Context: an optimization exercise on an open-source flow, tuned for small area, a short achievable clock period and few clock cycles per item. The choices shown serve that exercise and are no tape-out recipe.
Where RTL was checked, it was by simulation tests only, not by an equivalence proof against the original.
Power is estimated from default activity; no workload was simulated.

job 6175:
==> flow/design.v <==
module rtp_h264_depkt (
    input  wire       clk,
    input  wire       rst,
    input  wire       cfg_strict_f,
    input  wire       cfg_zero_byte,
    input  wire       in_valid,
    output wire       in_ready,
    input  wire [7:0] in_data,
    input  wire       in_last,
    output reg        out_valid,
    input  wire       out_ready,
    output reg  [7:0] out_data,
    output wire       res_valid,
    output reg  [2:0] res_cause,
    output wire [4:0] res_flags
);
    localparam [2:0] C_OK         = 3'd0;
    localparam [2:0] C_SHORT      = 3'd1;
    localparam [2:0] C_FBIT       = 3'd2;
    localparam [2:0] C_TRUNC_DON  = 3'd3;
    localparam [2:0] C_TRUNC_SIZE = 3'd4;
    localparam [2:0] C_TRUNC_EXTRA= 3'd5;
    localparam [2:0] C_ZERO_SIZE  = 3'd6;
    localparam [2:0] C_TRUNC_UNIT = 3'd7;
    localparam [3:0] S_IDLE    = 4'd0;    
    localparam [3:0] S_FU_HDR  = 4'd1;    
    localparam [3:0] S_COPY    = 4'd2;    
    localparam [3:0] S_SZ0     = 4'd3;    
    localparam [3:0] S_SZ1     = 4'd4;    
    localparam [3:0] S_UHDR    = 4'd5;    
    localparam [3:0] S_UNIT    = 4'd6;    
    localparam [3:0] S_UNIT_F  = 4'd7;    
    localparam [3:0] S_FUB_DON = 4'd8;    
    localparam [3:0] S_AG_DON  = 4'd9;    
    localparam [3:0] S_EXT     = 4'd10;   
    localparam [3:0] S_DRAIN   = 4'd11;   
    reg  [3:0]  state;
    reg         first;       
    reg  [7:0]  hdr;         
    reg         mtap;        
    reg         m24;         
    reg  [1:0]  cnt;         
    reg         ow_z2, ow_z1, ow_01, ow_h;
    reg  [15:0] remain;      
    reg  [4:0]  sflags;      
    reg         res_pend;    
    reg         h_rdy;       
    reg         h_rdy_e;     
    reg         h_res;       
    reg         h_res_e;     
    function [4:0] classify(input [4:0] ty);
        case (ty)
            5'd1: classify = 5'b01000;
            5'd5: classify = 5'b10000;
            5'd6: classify = 5'b00100;
            5'd7: classify = 5'b00001;
            5'd8: classify = 5'b00010;
            default: classify = 5'b00000;
        endcase
    endfunction
    wire [4:0] t0 = in_data[4:0];
    wire t_single = (t0 != 5'd0) && !(t0[4] && t0[3]);
    wire zb_app   = cfg_zero_byte && ((t0 == 5'd6) || (t0 == 5'd7) || (t0 == 5'd8));
    wire uf       = cfg_strict_f && in_data[7];
    wire d_zero   = (in_data == 8'd0);
    wire hi0      = (remain[15:8] == 8'd0);
    wire rem1     = (remain == 16'd1);
    wire szz      = (remain == 16'd0);
    wire sz_z     = hi0 && d_zero;
    wire st_idle  = (state == S_IDLE);
    wire st_uhdr  = (state == S_UHDR);
    wire o_free   = !out_valid || out_ready;    
    assign in_ready  = h_rdy_e || (h_rdy && out_ready);
    wire   take      = in_valid && in_ready;
    assign res_valid = h_res_e || (h_res && out_ready);
    assign res_flags = (res_cause == C_OK) ? sflags : 5'd0;
    reg       push;
    reg [7:0] push_val;
    always @(*) begin
        push     = 1'b0;
        push_val = in_data;
        case (state)
            S_IDLE:   begin push = t_single;   push_val = 8'h00; end
            S_FU_HDR: begin push = in_data[7]; push_val = 8'h00; end
            S_SZ0, S_SZ1: begin push = 1'b1;   push_val = 8'h00; end
            S_UHDR:   begin push = 1'b1;       push_val = {7'd0, !zb_app}; end
            S_COPY, S_UNIT, S_UNIT_F: push = 1'b1;
            default: ;
        endcase
    end
    reg [2:0] cause;
    always @(*) begin
        case (state)
            S_FUB_DON: cause = cnt[0] ? C_OK : C_TRUNC_DON;
            S_SZ0:     cause = C_TRUNC_SIZE;
            S_SZ1:     cause = mtap ? C_TRUNC_EXTRA : sz_z ? C_ZERO_SIZE : C_TRUNC_UNIT;
            S_EXT:     cause = (cnt != 2'd3) ? C_TRUNC_EXTRA : szz ? C_ZERO_SIZE : C_TRUNC_UNIT;
            S_UHDR:    cause = !rem1 ? C_TRUNC_UNIT : uf ? C_FBIT : C_OK;
            S_UNIT:    cause = !rem1 ? C_TRUNC_UNIT : C_OK;
            S_UNIT_F:  cause = !rem1 ? C_TRUNC_UNIT : C_FBIT;
            S_DRAIN:   cause = {cnt[0], cnt[0] | cnt[1], 1'b0};
            default:   cause = C_OK;
        endcase
        if (st_idle || first)
            cause = C_SHORT;
    end
    wire [4:0] flags_now = st_uhdr ? (sflags | classify(t0)) : sflags;
    wire in_body = st_uhdr || state == S_UNIT || state == S_UNIT_F;
    always @(posedge clk) begin
        if (o_free)
            out_data <= ow_h ? ((ow_z1 || ow_z2) ? 8'h00 : ow_01 ? 8'h01 : hdr) : push_val;
        if (st_idle && !ow_h) begin
            hdr    <= in_data;
            mtap   <= (t0 == 5'd26) || (t0 == 5'd27);
            m24    <= (t0 == 5'd27) || (t0 == 5'd29);
        end
        if (st_idle && take)
            sflags <= classify(t0);
        if (state == S_FU_HDR) begin
            hdr[4:0] <= t0;
            sflags   <= in_data[7] ? classify(t0) : 5'd0;
        end
        if (st_uhdr) begin
            hdr <= in_data;
            if (in_valid)
                sflags <= flags_now;
        end
        if (state == S_SZ0)
            remain[15:8] <= in_data;
        if (state == S_SZ1)
            remain[7:0] <= in_data;
        if (in_body && take)
            remain <= remain - 16'd1;
        if (take && in_last) begin
            res_cause <= cause;
        end
    end
    reg [3:0] n_state;
    reg       n_out_valid, n_res_pend, n_first;
    reg [1:0] n_cnt;
    reg [3:0] n_ow;
    always @(*) begin
        n_state     = state;
        n_out_valid = out_valid;
        n_res_pend  = res_pend;
        n_first     = first;
        n_cnt       = cnt;
        n_ow        = {ow_z2, ow_z1, ow_01, ow_h};
        if (rst) begin
            n_state     = S_IDLE;
            n_out_valid = 1'b0;
            n_res_pend  = 1'b0;
            n_ow = 4'b0000;
        end else begin
            if (out_ready)
                n_out_valid = 1'b0;
            if (res_valid)
                n_res_pend = 1'b0;
            if (ow_h && o_free) begin
                n_out_valid = 1'b1;
                n_ow = {1'b0, ow_z2, ow_z1, ow_01};
            end
            if (take) begin
                if (push)
                    n_out_valid = 1'b1;
                n_first = st_idle;
                case (state)
                    S_IDLE: begin
                        n_cnt = 2'd0;
                        if (uf) begin
                            n_cnt   = 2'd2;
                            n_state = S_DRAIN;
                        end else if (t_single) begin
                            n_ow = {zb_app, 3'b111};
                            n_state = S_COPY;
                        end else if (t0 == 5'd24)
                            n_state = S_SZ0;
                        else if (t0 == 5'd25 || t0 == 5'd26 || t0 == 5'd27)
                            n_state = S_AG_DON;
                        else if (t0 == 5'd28 || t0 == 5'd29)
                            n_state = S_FU_HDR;
                        else
                            n_state = S_DRAIN;
                    end
                    S_FU_HDR: begin
                        if (in_data[7])
                            n_ow = 4'b0111;
                        n_state = m24 ? S_FUB_DON : S_COPY;
                    end
                    S_FUB_DON: begin
                        n_cnt = 2'd1;
                        if (cnt[0])
                            n_state = S_COPY;
                    end
                    S_AG_DON: begin
                        n_cnt = 2'd1;
                        if (cnt[0])
                            n_state = S_SZ0;
                    end
                    S_SZ0:
                        n_state = S_SZ1;
                    S_SZ1: begin
                        n_cnt = m24 ? 2'd0 : 2'd1;
                        if (mtap)
                            n_state = S_EXT;
                        else if (sz_z) begin
                            n_cnt   = 2'd1;
                            n_state = S_DRAIN;
                        end else
                            n_state = S_UHDR;
                    end
                    S_EXT: begin
                        n_cnt = cnt + 2'd1;
                        if (cnt == 2'd3) begin
                            if (szz) begin
                                n_cnt   = 2'd1;
                                n_state = S_DRAIN;
                            end else
                                n_state = S_UHDR;
                        end
                    end
                    S_UHDR, S_UNIT, S_UNIT_F: begin
                        if (st_uhdr)
                            n_ow = {2'b00, zb_app, 1'b1};
                        if (rem1) begin
                            if (st_uhdr ? uf : (state == S_UNIT_F)) begin
                                n_cnt   = 2'd2;
                                n_state = S_DRAIN;
                            end else
                                n_state = S_SZ0;
                        end else if (st_uhdr)
                            n_state = uf ? S_UNIT_F : S_UNIT;
                    end
                    default: ;
                endcase
                if (in_last) begin
                    n_state    = S_IDLE;
                    n_res_pend = 1'b1;
                end
            end
        end
    end
    always @(posedge clk) begin
        state     <= n_state;
        out_valid <= n_out_valid;
        res_pend  <= n_res_pend;
        first     <= n_first;
        cnt       <= n_cnt;
        {ow_z2, ow_z1, ow_01, ow_h} <= n_ow;
        h_rdy     <= !n_ow[0];
        h_rdy_e   <= !n_ow[0] && !n_out_valid;
        h_res     <= n_res_pend && !n_ow[0];
        h_res_e   <= n_res_pend && !n_ow[0] && !n_out_valid;
    end
endmodule
export LEC_CHECK = 0
export CAP_MARGIN = 20
export CORE_MARGIN = 2
export CORE_UTILIZATION = 60
export SETUP_SLACK_MARGIN = 2.6
export SLEW_MARGIN = 20
create_clock -name core_clock -period 5.0 [get_ports {clk}]
standard.sh (not shown) runs the stock make flow with config.mk's settings and CLKGATE_MAP_FILE= SYNTH_SCRIPT=/design/flow/synth_recipe.tcl, a recipe that flattens the netlist after the stock synthesis.
==> flow/flow/run.sh <==
#!/bin/bash
# The standard layout (standard.sh, unchanged synthesis and steps), with the
# port buffers that placement inserts made of sky130_fd_sc_hd__buf_1 instead
# of the resizer's default pick; timing repair still sizes them up where a
# path needs it. make's full output goes to flow_make.log here, and ORFS
# keeps each step's log under orfs/logs/.
set -euo pipefail
export BUFFER_PORTS_ARGS="-buffer_cell sky130_fd_sc_hd__buf_1"
bash standard.sh finish > flow_make.log 2>&1
No stage failed in job 6175, and the final checks on the layout all came back clean.
Testbench counts of job 6175, summed over its fixed seeds: cycles 180,227, in bytes 177,094.
--- input diff job 6175..job 9287 ---
==> flow/run.sh (new file) <==
#!/bin/bash
# synth_recipe.tcl (not shown) runs the flow's synth.tcl, then flattens the netlist and writes it again
# the make line also repeats each setting of config.mk as NAME=value (left out here)
make -C /OpenROAD-flow-scripts/flow DESIGN_CONFIG=/design/flow/config.mk WORK_HOME=/design/flow/orfs CLKGATE_MAP_FILE= SYNTH_SCRIPT=/design/flow/synth_recipe.tcl finish
removed: flow/flow/run.sh
removed: flow/standard.sh
## What came out
- Job 6175: flow completed, timing, DRC and antenna clean
- The final layout from job 9287, which completed every stage, passed the timing, DRC and antenna checks at the end of the flow.
- Area of placed instances of job 9287 exceeds that of job 6175 by a few percent.
- On met2 wire length, the higher figure sits with job 6175, not job 9287.
- As far as synthesized-area fraction occupied by adder cells goes, job 9287 and job 6175 are indistinguishable; the numbers are identical.

========
Another version of the RTL of rtp_h264_depkt (not shown whole).
Size in the first run: ~51 flip-flops, ~3200 um^2 of cells after synthesis.
## rtp_h264_depkt
module rtp_h264_depkt (
    input  wire       clk,
    input  wire       rst,
    input  wire       cfg_strict_f,
    input  wire       cfg_zero_byte,
    input  wire       in_valid,
    output wire       in_ready,
    input  wire [7:0] in_data,
    input  wire       in_last,
    output reg        out_valid,
    input  wire       out_ready,
    output reg  [7:0] out_data,
    output wire       res_valid,
    output reg  [2:0] res_cause,
    output wire [4:0] res_flags
);
Settings: LEC_CHECK=0, CAP_MARGIN=20, CORE_MARGIN=2, CORE_UTILIZATION=60, SETUP_SLACK_MARGIN=2.6, SLEW_MARGIN=20; clock period 5.0 ns.
==> flow/flow/run.sh <==
#!/bin/bash
# The standard layout (standard.sh, unchanged synthesis and steps), with two
# changes: the port buffers that placement inserts are
# sky130_fd_sc_hd__buf_1 (timing repair still sizes them up where a path
# needs it), and clock tree synthesis builds its tree from clkbuf_16 with
# large sink clusters and no dummy loads, which for this small design gives
# a tree of a few buffers. make's full output goes to flow_make.log here;
# ORFS keeps each step's log under orfs/logs/.
set -euo pipefail
export BUFFER_PORTS_ARGS="-buffer_cell sky130_fd_sc_hd__buf_1"
export CTS_ARGS="-sink_clustering_enable -repair_clock_nets -sink_clustering_size 64 -sink_clustering_max_diameter 300 -buf_list sky130_fd_sc_hd__clkbuf_16 -dont_use_dummy_load"
bash standard.sh finish > flow_make.log 2>&1
The first run finished clean.
Rerun with:
==> flow/flow/run.sh (replaced) <==
#!/bin/bash
# The standard layout (standard.sh, unchanged synthesis and steps), with the
# port buffers that placement inserts made of sky130_fd_sc_hd__buf_1 instead
# of the resizer's default pick; timing repair still sizes them up where a
# path needs it. make's full output goes to flow_make.log here, and ORFS
# keeps each step's log under orfs/logs/.
set -euo pipefail
export BUFFER_PORTS_ARGS="-buffer_cell sky130_fd_sc_hd__buf_1"
bash standard.sh finish > flow_make.log 2>&1
Effect: The new run went through all stages and came out clean; global-route usage is about the same; fmax climbs by 0.35%; clock power drops by 25%; worst setup slack gains 0.0094 ns.
Rerun with:
--- a/flow/config.mk
+++ b/flow/config.mk
@@ -9,4 +9,4 @@
 export CORE_MARGIN = 2
 export CORE_UTILIZATION = 60
-export SETUP_SLACK_MARGIN = 2.6
+export SETUP_SLACK_MARGIN = 2.5
 export SLEW_MARGIN = 20
What happened:
- The changed run completed with no timing, DRC or antenna violations
- total power rises by 0.85%
- fmax rises by 0.77%
- worst setup slack improves by 0.020 ns
- routed wire length falls by 6.8%
- combinational power falls by about 5%
- cell area falls by 2.9%
- die area stays the same
No run of this note included a check of the RTL's function; only the layout flow was run.

========
== build 34 ==
rtp_h264_depkt, a different RTL version from the one above (not shown whole).
For scale: about 360 cells after synthesis, ~53 flip-flops, ~34 I/O pins, about 3300 um^2 of cells after synthesis.
Settings: LEC_CHECK=0, CAP_MARGIN=20, CORE_MARGIN=2, CORE_UTILIZATION=75, SETUP_SLACK_MARGIN=2.5, SLEW_MARGIN=20; clock period 5.0 ns.
==> flow/flow/run.sh <==
#!/bin/bash
# The standard layout (standard.sh, unchanged synthesis and steps), with the
# port buffers that placement inserts made of sky130_fd_sc_hd__buf_1 instead
# of the resizer's default pick; timing repair still sizes them up where a
# path needs it. make's full output goes to flow_make.log here, and ORFS
# keeps each step's log under orfs/logs/.
set -euo pipefail
export BUFFER_PORTS_ARGS="-buffer_cell sky130_fd_sc_hd__buf_1"
bash standard.sh finish > flow_make.log 2>&1
Testbench counts of build 34, summed over its fixed seeds: cycles 180,227, in bytes 177,094.
The following lists how build 72 was set up differently from build 34:
-- flow/config.mk --
<<< build 34, line 8
export CAP_MARGIN = 20
export CORE_MARGIN = 2
export CORE_UTILIZATION = 75
export SETUP_SLACK_MARGIN = 2.5
export SLEW_MARGIN = 20
>>> build 72, line 8
export CAP_MARGIN = 20
export CORE_MARGIN = 2
export CORE_UTILIZATION = 60
export SETUP_SLACK_MARGIN = 2.5
export SLEW_MARGIN = 20
==> comparison <==
Going from build 34 to build 72, fmax grew slightly. Build 72 against build 34: fraction of final layout cells with drive strength greater than 1 saw a decrease; minimum setup slack in the final design saw an increase. Build 72 against build 34: non-clock buffer contribution to total cell area down 0.95 points, power down 0.018 mW. For build 34, the library cell contributing the largest single delay on the critical path was sky130_fd_sc_hd__or3_4, unlike build 72, where it was sky130_fd_sc_hd__a21oi_1.
Here is what was changed in the inputs of build 42 compared with build 72.
-- flow/config.mk --
<<< build 72, line 8
export CAP_MARGIN = 20
export CORE_MARGIN = 2
export CORE_UTILIZATION = 60
export SETUP_SLACK_MARGIN = 2.5
export SLEW_MARGIN = 20
>>> build 42, line 8
export CAP_MARGIN = 20
export CORE_MARGIN = 2
export CORE_UTILIZATION = 45
export SETUP_SLACK_MARGIN = 2.5
export SLEW_MARGIN = 20
Notes after the runs:
In the tables for build 72 and build 42, largest driver fanout on the critical path reads higher with build 42.
The number of buffers on the longest clock path on build 42 is in line with that on build 72.
Compared with build 72, build 42 shows a higher die boundary height.
For build 5, these inputs were changed with respect to build 42:
-- flow/config.mk --
<<< build 42, line 8
export CAP_MARGIN = 20
export CORE_MARGIN = 2
export CORE_UTILIZATION = 45
export SETUP_SLACK_MARGIN = 2.5
export SLEW_MARGIN = 20
>>> build 5, line 8
export CAP_MARGIN = 20
export CORE_MARGIN = 2
export CORE_UTILIZATION = 60
export SETUP_SLACK_MARGIN = 2.55
export SLEW_MARGIN = 20
Findings:
Routed wire in build 5 totals less than in build 42.
Comparing build 5 with build 42, the post-CTS clock slew at the launch and capture registers of the worst setup and hold paths came out essentially unchanged.
First-pass GRT wire length came out lower on build 5 than on build 42.
Cmp build 5 vs build 42: core utilization higher in build 5
Summary of build 5 over build 42: final period utilization lower, number of clock buffers in the layout down 1.
Input-level comparison between build 68 and build 5:
-- flow/config.mk --
<<< build 5, line 9
export CORE_MARGIN = 2
export CORE_UTILIZATION = 60
export SETUP_SLACK_MARGIN = 2.55
export SLEW_MARGIN = 20
>>> build 68, line 9
export CORE_MARGIN = 2
export CORE_UTILIZATION = 60
export SETUP_SLACK_MARGIN = 2.4
export SLEW_MARGIN = 20
==> notes.md <==
The standard cells in build 68 occupy less silicon area than those in build 5 do. Min layout overhead on the synthesized area across build 5 and build 68: build 68. Build 68: post-cts sizing count 6 below build 5.
Inputs modified between build 68 and build 70:
-- flow/config.mk --
<<< build 68, line 9
export CORE_MARGIN = 2
export CORE_UTILIZATION = 60
export SETUP_SLACK_MARGIN = 2.4
export SLEW_MARGIN = 20
>>> build 70, line 9
export CORE_MARGIN = 2
export CORE_UTILIZATION = 60
export SETUP_SLACK_MARGIN = 2.6
export SLEW_MARGIN = 20
[summary]
- Build 70: full flow OK, the timing, DRC and antenna checks passed
- Build 68 closes out successfully: all stages finished, all timing, DRC and antenna checks passed.
- Combinational share of power: build 70 vs build 68 up 1.7 points
- Post-placement cell area: build 70 vs build 68, no meaningful difference
- Note that the non-clock buffer count recorded for build 70 amounts to 1.14 times the value seen in build 68.
- Switching part of the total power for build 70 is higher than for build 68.
- Side by side, total non-filler cell area in the finished layout turned out higher in build 70 than in build 68.
- Worst slack after detailed placement ends up higher on build 68.
- Taking build 68 as the reference, in build 70 time the final worst path needs with I/O delays and setup now smaller, wire length the detailed router placed on met1 went up.
- Via count: build 68 and build 70 compared, lower one is build 68
- Between build 68 and build 70, share of the clock period used by the worst path after layout is higher for build 68, build 70 comes in under that.
- Compared with build 68, build 70 shows routed wire length that has gone up by a few percent.

static timing again, ports no longer ideal:
No port has a modelled driver above. Below, the same layouts with a new extraction and two added sets of constraints. Step 1 sets driving cells, clkbuf_16 on the clock port and buf_2 on the other inputs (assumed; they add their load-dependent delay and slew). Step 2 also shifts input and output timing later by t, the mid clock arrival at the registers, as if the neighbouring blocks saw the same clock. a / b / c = ideal ports / drivers / drivers and shift; a / b = the first two.
run | t (ns) | slack for setup (ns) | worst setup path after step 2 | worst data-port slew with drivers (ns)
job 6175 | 0.376 | 2.611 / 2.580 / 2.311 | input to register | 0.04
job 9287 | 0.375 | 2.496 / 2.469 / 2.278 | input to register | 0.04
the first run of note 2 | 0.317 | 2.310 / 2.310 / 2.149 | input to register | 0.07
the second run of note 2 | 0.333 | 2.319 / 2.319 / 2.142 | input to register | 0.09
the third run of note 2 | 0.334 | 2.339 / 2.339 / 2.142 | input to register | 0.04
build 34 | 0.331 | 2.482 / 2.477 / 2.146 | input to register | 0.04
build 72 | 0.334 | 2.527 / 2.507 / 2.243 | input to register | 0.03
build 42 | 0.336 | 2.538 / 2.518 / 2.238 | input to register | 0.03
build 5 | 0.338 | 2.568 / 2.538 / 2.264 | input to register | 0.04
build 68 | 0.332 | 2.504 / 2.482 / 2.213 | input to register | 0.03
build 70 | 0.337 | 2.545 / 2.502 / 2.284 | input to register | 0.07
After both steps every run listed still meets setup and hold. For build 34, which loses most, drivers alone change the setup slack by -0.005 ns; drivers and shift together by -0.336 ns.
